Background: an optimization exercise with open tools, aiming at small area, a short achievable clock period and few clock cycles per item. Do not read the settings as production practice.
In this exercise RTL edits were held to simulation tests only and were not proved equivalent to the original.

Design bq_cascade, start of the top module:
module bq_cascade (
    input  wire        clk,
    input  wire        rst,
    input  wire        cfg_we,
    input  wire [4:0]  cfg_addr,
    input  wire [31:0] cfg_wdata,
    output reg  [31:0] cfg_rdata,
    input  wire        in_valid,
    output wire        in_ready,
    input  wire [31:0] in_data,
    output reg         out_valid,
    output wire [31:0] out_data,
    output wire        busy
);
For scale: roughly 12000 cells after synthesis, ~1300 flip-flops, roughly 85000 um2 of cells after synthesis.
==> flow/config.mk <==
export PLATFORM = sky130hd
export DESIGN_NAME = bq_cascade
export DESIGN_NICKNAME = bq_cascade
export VERILOG_FILES = /design/flow/design.v
export SDC_FILE = /design/flow/constraint.sdc
export NUM_CORES = 4
export LEC_CHECK = 0
export ABC_AREA = 1
export CAP_MARGIN = 20
export CORE_MARGIN = 2
export CORE_UTILIZATION = 40
export SLEW_MARGIN = 20
==> flow/constraint.sdc <==
create_clock -name core_clock -period 22.0 [get_ports {clk}]
set_input_delay 4.4000 -clock core_clock [delete_from_list [all_inputs] [get_ports {clk}]]
set_output_delay 4.4000 -clock core_clock [all_outputs]
set_load 0.01 [all_outputs]
standard.sh (not shown) runs the stock make flow with config.mk's settings and CLKGATE_MAP_FILE= SYNTH_SCRIPT=/design/flow/synth_recipe.tcl, a recipe that flattens the netlist after the stock synthesis.
==> flow/flow/run.sh <==
#!/bin/bash
set -euo pipefail
bash standard.sh \
  SETUP_SLACK_MARGIN=10 \
  "BUFFER_PORTS_ARGS=-buffer_cell sky130_fd_sc_hd__buf_2" \
  "CTS_ARGS=-sink_clustering_enable -repair_clock_nets -dont_use_dummy_load" \
  finish > flow_make.log 2>&1
The first run completed with no timing, DRC or antenna violations.
Testbench counts at the start, summed over its fixed seeds: cycles 55,852, items 4,096.
==> next run, changes <==
--- a/flow/design.v
+++ b/flow/design.v
@@ -18,18 +18,18 @@
     wire a_nan  = a_max & ~a_fz;
     wire b_nan  = b_max & ~b_fz;
     wire a_inf  = a_max & a_fz;
     wire b_inf  = b_max & b_fz;
     wire a_zero = a_sub & a_fz;
     wire b_zero = b_sub & b_fz;
     wire [23:0] ma = {~a_sub, fa};
     wire [23:0] mb = {~b_sub, fb};
-    wire [47:0] p;
-    mul24 u_mul24 (.a(ma), .b(mb), .p(p));
+    wire [47:0] pa, pb;
+    mul24cs u_mul24 (.a(ma), .b(mb), .ra(pa), .rb(pb));
     wire [22:0] fs = a_sub ? fa : fb;
     reg  [4:0]  lzs;
     integer i;
     always @* begin
         lzs = 5'd23;
         for (i = 0; i < 23; i = i + 1)
             if (fs[i]) lzs = 5'd23 - i[4:0];
     end
@@ -53,32 +53,34 @@
     wire [6:0]  z  = (zr > 11'sd72) ? 7'd72 : zr[6:0];
     wire signed [10:0] st0 = $signed({5'b0, tzp}) + s1;
     wire        stk0 = st0 < 11'sd23;
     wire        stk1 = st0 < 11'sd22;
     wire [9:0]  eb0  = nrm ? (e0[9:0] - {5'b0, l0}) : 10'd0;
     wire nan_r  = a_nan | b_nan | (a_inf & b_zero) | (a_zero & b_inf);
     wire inf_r  = a_inf | b_inf;
     wire zero_r = a_zero | b_zero | (a_sub & b_sub);
-    reg [47:0] p_q;
+    reg [47:0] pa_q, pb_q;
     reg [6:0]  z_q;
     reg [9:0]  eb0_q;
     reg        nrm_q, stk0_q, stk1_q, sy_q, nan_q, inf_q, zero_q;
     always @(posedge clk) begin
-        p_q    <= p;
+        pa_q   <= pa;
+        pb_q   <= pb;
         z_q    <= z;
         eb0_q  <= eb0;
         nrm_q  <= nrm;
         stk0_q <= stk0;
         stk1_q <= stk1;
         sy_q   <= sy;
         nan_q  <= nan_r;
         inf_q  <= inf_r;
         zero_q <= zero_r;
     end
+    wire [47:0] p_q = pa_q + pb_q;
     wire [70:0] big = {p_q, 23'b0} >> z_q;
     wire [25:0] x   = big[47:22];
     wire        c    = nrm_q & ~x[25];
     wire [23:0] mant = c ? x[24:1] : x[25:2];
     wire        grd  = c ? x[0] : x[1];
     wire        stk  = c ? stk1_q : stk0_q;
     wire        inc  = grd & (stk | mant[0]);
     wire [9:0]  ebase = eb0_q - {9'b0, c};
@@ -91,17 +93,17 @@
         else if (zero_q)
             y <= {sy_q, 31'b0};
         else if (sum >= 34'h07F800000)
             y <= {sy_q, 8'hFF, 23'b0};
         else
             y <= {sy_q, sum[30:0]};
     end
 endmodule
-module mul24 (input wire [23:0] a, input wire [23:0] b, output wire [47:0] p);
+module mul24cs (input wire [23:0] a, input wire [23:0] b, output wire [47:0] ra, output wire [47:0] rb);
     wire s1 = (a[19] & b[0]) ^ (a[18] & b[1]);
     wire c2 = (a[19] & b[0]) & (a[18] & b[1]);
     wire s3 = (a[20] & b[0]) ^ (a[19] & b[1]) ^ (a[18] & b[2]);
     wire c4 = ((a[20] & b[0]) & (a[19] & b[1])) | ((a[20] & b[0]) & (a[18] & b[2])) | ((a[19] & b[1]) & (a[18] & b[2]));
     wire s5 = (a[17] & b[3]) ^ (a[16] & b[4]);
     wire c6 = (a[17] & b[3]) & (a[16] & b[4]);
     wire s7 = (a[21] & b[0]) ^ (a[20] & b[1]) ^ (a[19] & b[2]);
     wire c8 = ((a[21] & b[0]) & (a[20] & b[1])) | ((a[21] & b[0]) & (a[19] & b[2])) | ((a[20] & b[1]) & (a[19] & b[2]));
@@ -1104,19 +1106,18 @@
     wire s1005 = c834 ^ s919 ^ c918;
     wire c1006 = (c834 & s919) | (c834 & c918) | (s919 & c918);
     wire s1007 = c838 ^ s921 ^ c920;
     wire c1008 = (c838 & s921) | (c838 & c920) | (s921 & c920);
     wire s1009 = c840 ^ s923 ^ c922;
     wire c1010 = (c840 & s923) | (c840 & c922) | (s923 & c922);
     wire s1011 = (a[23] & b[22]) ^ (a[22] & b[23]) ^ c924;
     wire c1012 = ((a[23] & b[22]) & (a[22] & b[23])) | ((a[23] & b[22]) & c924) | ((a[22] & b[23]) & c924);
-    wire [47:0] ra = {1'b0, (a[23] & b[23]), s1011, s1009, s1007, s1005, s1003, s1001, s999, s997, s995, s993, s991, s989, s987, s985, s983, s981, s979, s977, s975, s973, s971, s969, s967, s965, s963, s961, s959, s957, s955, s953, s951, s949, s947, s945, s943, s941, s939, s937, s935, s933, s931, s929, s927, (a[0] & b[2]), (a[1] & b[0]), (a[0] & b[0])};
-    wire [47:0] rb = {1'b0, c1012, c1010, c1008, c1006, c1004, c1002, c1000, c998, c996, c994, c992, c990, c988, c986, c984, c982, c980, c978, c976, c974, c972, c970, c968, c966, c964, c962, c960, c958, c956, c954, c952, c950, c948, c946, c944, c942, c940, c938, c936, c934, c932, c930, c928, c926, s925, (a[0] & b[1]), 1'b0};
-    assign p = ra + rb;
+    assign ra = {1'b0, (a[23] & b[23]), s1011, s1009, s1007, s1005, s1003, s1001, s999, s997, s995, s993, s991, s989, s987, s985, s983, s981, s979, s977, s975, s973, s971, s969, s967, s965, s963, s961, s959, s957, s955, s953, s951, s949, s947, s945, s943, s941, s939, s937, s935, s933, s931, s929, s927, (a[0] & b[2]), (a[1] & b[0]), (a[0] & b[0])};
+    assign rb = {1'b0, c1012, c1010, c1008, c1006, c1004, c1002, c1000, c998, c996, c994, c992, c990, c988, c986, c984, c982, c980, c978, c976, c974, c972, c970, c968, c966, c964, c962, c960, c958, c956, c954, c952, c950, c948, c946, c944, c942, c940, c938, c936, c934, c932, c930, c928, c926, s925, (a[0] & b[1]), 1'b0};
 endmodule
 module fp32_add (
     input  wire        clk,
     input  wire [31:0] a,
     input  wire [31:0] b,
     output reg  [31:0] y
 );
     wire a_max = (a[30:23] == 8'hFF);
What happened: Global-route usage rose by 1.0 points; utilization rose by 0.37 points; clock-buffer cell count rose by 6; via count rose by 3.2%; setup slack gains 120 ps; non-clock buffer count rose by 25; wire length rose by 6.2%; final cell count rose by 3.1%; final area rose by 3.5%; critical path depth rose by 5; sequential share of layout area barely changes.
Testbench counts after the change, summed over its fixed seeds: cycles 55,852, items 4,096.

Another version of the RTL of bq_cascade (not shown whole).
Size: ~9700 cells after synthesis, about 140 I/O pins.
==> module bq_cascade, before the edit <==
module bq_cascade (
    input  wire        clk,
    input  wire        rst,
    input  wire        cfg_we,
    input  wire [4:0]  cfg_addr,
    input  wire [31:0] cfg_wdata,
    output reg  [31:0] cfg_rdata,
    input  wire        in_valid,
    output wire        in_ready,
    input  wire [31:0] in_data,
    output reg         out_valid,
    output wire [31:0] out_data,
    output wire        busy
);
    reg [31:0] coef [0:19];    
    reg [31:0] st   [0:7];     
    reg [1:0]  nsec_m1;        
    reg [11:0] cv;             
    reg [1:0]  cs [0:11];      
    reg [2:0]  fw;             
    reg [3:0]  gap;            
    reg [1:0]  nsec;           
    reg [31:0] xin;            
    reg        xin_v;
    wire xin_free = cv[3] & (cs[3] == 2'd0);    
    assign in_ready = ~xin_v | xin_free;
    wire accept = in_valid & in_ready;
    wire one_sec = (nsec_m1 == 2'd0);
    wire next_gap5 = (gap == 4'd4);             
    wire next_gap8 = (gap >= 4'd7);             
    wire have_in   = xin_v | accept;
    wire start = (nsec != 2'd0) ? next_gap5
               : (have_in & (next_gap8 | (next_gap5 & ~one_sec)));
    assign busy = xin_v | (|cv) | (nsec != 2'd0);
    reg  [31:0] ma, mb, aa, ab;
    wire [31:0] mr, ar;
    fp32_mul u_mul (.clk(clk), .a(ma), .b(mb), .y(mr));
    fp32_add u_add (.clk(clk), .a(aa), .b(ab), .y(ar));
    assign out_data = ar;
    reg [31:0] yv;             
    reg [31:0] h1, h2;         
    wire [4:0] soff = cfg_addr - 5'd20;
    always @* begin
        if (cfg_addr < 5'd20)
            cfg_rdata = coef[cfg_addr];
        else if (cfg_addr < 5'd28)
            cfg_rdata = st[soff[2:0]];
        else if (cfg_addr == 5'd28)
            cfg_rdata = {30'b0, nsec_m1};
        else
            cfg_rdata = 32'h0;
    end
    reg  [4:0]  caddr;
    reg  [31:0] cr;
    always @(posedge clk) cr <= coef[caddr];
    reg [4:0] caddr_n;
    always @* begin
        if (start)      caddr_n = {1'b0, nsec, 2'b00}  + {3'b0, nsec}  + 5'd1;  
        else if (cv[1]) caddr_n = {1'b0, cs[1], 2'b00} + {3'b0, cs[1]} + 5'd2;  
        else if (cv[2]) caddr_n = {1'b0, cs[2], 2'b00} + {3'b0, cs[2]} + 5'd3;  
        else if (cv[5]) caddr_n = {1'b0, cs[5], 2'b00} + {3'b0, cs[5]} + 5'd4;  
        else            caddr_n = {1'b0, nsec, 2'b00}  + {3'b0, nsec};          
    end
    wire v_x = (cv[0] & (cs[0] == 2'd0)) | (cv[1] & (cs[1] == 2'd0)) | (cv[3] & (cs[3] == 2'd0));
    wire [31:0] vdat = v_x ? xin : yv;
    always @* begin
        ma = cr;
        mb = cv[4] ? ar : vdat;
    end
    reg [31:0] bq;
    reg        bfw;      
    reg        asel;     
    always @(posedge clk) begin
        if (cv[1])      bq <= (cv[10] & (cs[10] == cs[1])) ? ar : st[{cs[1], 1'b0}];
        else if (cv[5]) bq <= h1;
        else if (cv[7]) bq <= st[{cs[7], 1'b1}];
        else            bq <= h2;
        bfw  <= cv[1] & fw[1];
        asel <= cv[7];
    end
    always @* begin
        aa = asel ? ar : mr;
        ab = bfw ? ar : bq;
    end
    wire        wd1 = cv[10];
    wire        wd2 = cv[11];
    wire [2:0]  waddr = wd1 ? {cs[10], 1'b0} : {cs[11], 1'b1};
    wire [2:0]  cfg_soff = cfg_addr[2:0] - 3'd4;      
    wire [31:0] coef_wd = cfg_wdata & {32{~rst}};
    wire [31:0] st_wd   = ((wd1 | wd2) ? ar : cfg_wdata) & {32{~rst}};
    wire        cfg_st  = cfg_we & (cfg_addr >= 5'd20) & (cfg_addr < 5'd28);
    reg  [19:0] coef_we;
    reg  [7:0]  st_we;
    integer k;
    always @* begin
        for (k = 0; k < 20; k = k + 1)
            coef_we[k] = rst | (cfg_we & (cfg_addr == k));
        for (k = 0; k < 8; k = k + 1)
            st_we[k] = rst | ((wd1 | wd2) & (waddr == k)) | (cfg_st & (cfg_soff == k));
    end
    always @(posedge clk) begin
        for (k = 0; k < 20; k = k + 1)
            if (coef_we[k])
                coef[k] <= coef_wd;
        for (k = 0; k < 8; k = k + 1)
            if (st_we[k])
                st[k] <= st_wd;
        if (rst)
            nsec_m1 <= 2'd0;
        else if (cfg_we && cfg_addr == 5'd28)
            nsec_m1 <= cfg_wdata[1:0];
        if (cv[4]) yv <= ar;
        if (cv[3]) h1 <= mr;
        if (cv[5]) h2 <= mr;
        if (accept) xin <= in_data;
        caddr <= rst ? 5'd0 : caddr_n;
        if (rst) begin
            cv        <= 12'd0;
            fw        <= 3'd0;
            gap       <= 4'd8;
            nsec      <= 2'd0;
            xin_v     <= 1'b0;
            out_valid <= 1'b0;
        end else begin
            cv   <= {cv[10:0], start};
            fw   <= {fw[1:0], start & one_sec & (gap == 4'd7)};
            gap  <= start ? 4'd0 : (gap == 4'd8) ? 4'd8 : gap + 4'd1;
            if (start)
                nsec <= (nsec == nsec_m1) ? 2'd0 : nsec + 2'd1;
            if (accept)
                xin_v <= 1'b1;
            else if (xin_free)
                xin_v <= 1'b0;
            out_valid <= cv[3] & (cs[3] == nsec_m1);
        end
        cs[0] <= nsec;
        for (k = 1; k < 12; k = k + 1)
            cs[k] <= cs[k-1];
    end
endmodule
clock: 22.0 ns
lec_check: 0
abc_area: 1
cap_margin: 20
core_margin: 2
core_utilization: 55
cts_buf_list: sky130_fd_sc_hd__clkbuf_8
slew_margin: 20
==> flow/flow/run.sh <==
#!/bin/bash
set -euo pipefail
bash standard.sh \
  SETUP_SLACK_MARGIN=11 \
  "BUFFER_PORTS_ARGS=-buffer_cell sky130_fd_sc_hd__buf_2" \
  "CTS_ARGS=-sink_clustering_enable -repair_clock_nets -dont_use_dummy_load" \
  finish > flow_make.log 2>&1
The starting point passed the timing, DRC and antenna checks.
Testbench counts at the start, summed over its fixed seeds: cycles 55,852, items 4,096.
Next try:
--- a/flow/design.v
+++ b/flow/design.v
@@ -1309,26 +1309,26 @@
     wire        wd1 = cv[10];
     wire        wd2 = cv[11];
     wire [2:0]  waddr = wd1 ? {cs[10], 1'b0} : {cs[11], 1'b1};
     wire [2:0]  cfg_soff = cfg_addr[2:0] - 3'd4;      
-    wire [31:0] coef_wd = cfg_wdata & {32{~rst}};
-    wire [31:0] st_wd   = ((wd1 | wd2) ? ar : cfg_wdata) & {32{~rst}};
-    wire        cfg_st  = cfg_we & (cfg_addr >= 5'd20) & (cfg_addr < 5'd28);
-    reg  [19:0] coef_we;
+    wire [31:0] st_wd = (wd1 | wd2) ? ar : cfg_wdata;
+    wire        cfg_st = cfg_we & (cfg_addr >= 5'd20) & (cfg_addr < 5'd28);
     reg  [7:0]  st_we;
     integer k;
     always @* begin
-        for (k = 0; k < 20; k = k + 1)
-            coef_we[k] = rst | (cfg_we & (cfg_addr == k));
         for (k = 0; k < 8; k = k + 1)
-            st_we[k] = rst | ((wd1 | wd2) & (waddr == k)) | (cfg_st & (cfg_soff == k));
+            st_we[k] = ((wd1 | wd2) & (waddr == k)) | (cfg_st & (cfg_soff == k));
     end
     always @(posedge clk) begin
         for (k = 0; k < 20; k = k + 1)
-            if (coef_we[k])
-                coef[k] <= coef_wd;
+            if (rst)
+                coef[k] <= 32'h0;
+            else if (cfg_we && cfg_addr == k)
+                coef[k] <= cfg_wdata;
         for (k = 0; k < 8; k = k + 1)
-            if (st_we[k])
+            if (rst)
+                st[k] <= 32'h0;
+            else if (st_we[k])
                 st[k] <= st_wd;
         if (rst)
             nsec_m1 <= 2'd0;
         else if (cfg_we && cfg_addr == 5'd28)
Core utilization drops by 1.4 points.
Via count climbs by about 17%.
Routed wire length climbs by 4.9%.
Worst hold slack degrades by 6.1 ps.
Non-clock buffer count drops by 27.
Area after synthesis climbs by about 2.3%.
Die area climbs by 2.3%.
Worst setup slack improves by 43 ps.
Design area barely changes.
Clock skew drops by 48 ps.
Testbench counts after the change, summed over its fixed seeds: cycles 55,852, items 4,096.

port drivers added, routing unchanged:
The flow's constraints put no driver on any port. The routed layouts listed below were extracted and timed again, unchanged, in two steps.
Step 1: set_driving_cell puts a clkbuf_16 on clk and a buf_2 on each other input, an assumption about the parent block.
Step 2 times the ports against the registers' clock, not the clock port: input delays grow and output delays shrink by t, the midpoint of the rising clock arrivals with the driver on.
Slacks: no drivers / after step 1 / after step 2; pairs: no drivers / after step 1.
| run | shift t [ns] | slack for setup (ns) | hold WS [ns] | worst slew at a driven data input, ns |
|---|---|---|---|---|
| the first run of note 1 | 0.886 | 9.849 / 9.825 / 9.825 | 0.316 / 0.316 / 0.316 | 0.17 |
| the second run of note 1 | 0.888 | 9.973 / 9.918 / 9.918 | 0.321 / 0.321 / 0.321 | 0.07 |
| the first run of note 2 | 0.857 | 10.762 / 10.710 / 10.710 | 0.326 / 0.326 / 0.326 | 0.08 |
| the second run of note 2 | 0.869 | 10.806 / 10.700 / 10.700 | 0.320 / 0.320 / 0.320 | 0.14 |
After both steps setup and hold are still met in every run listed. The setup slack of the second run of note 2, which loses most, moves by -0.106 ns with the drivers and by -0.106 ns with both steps.
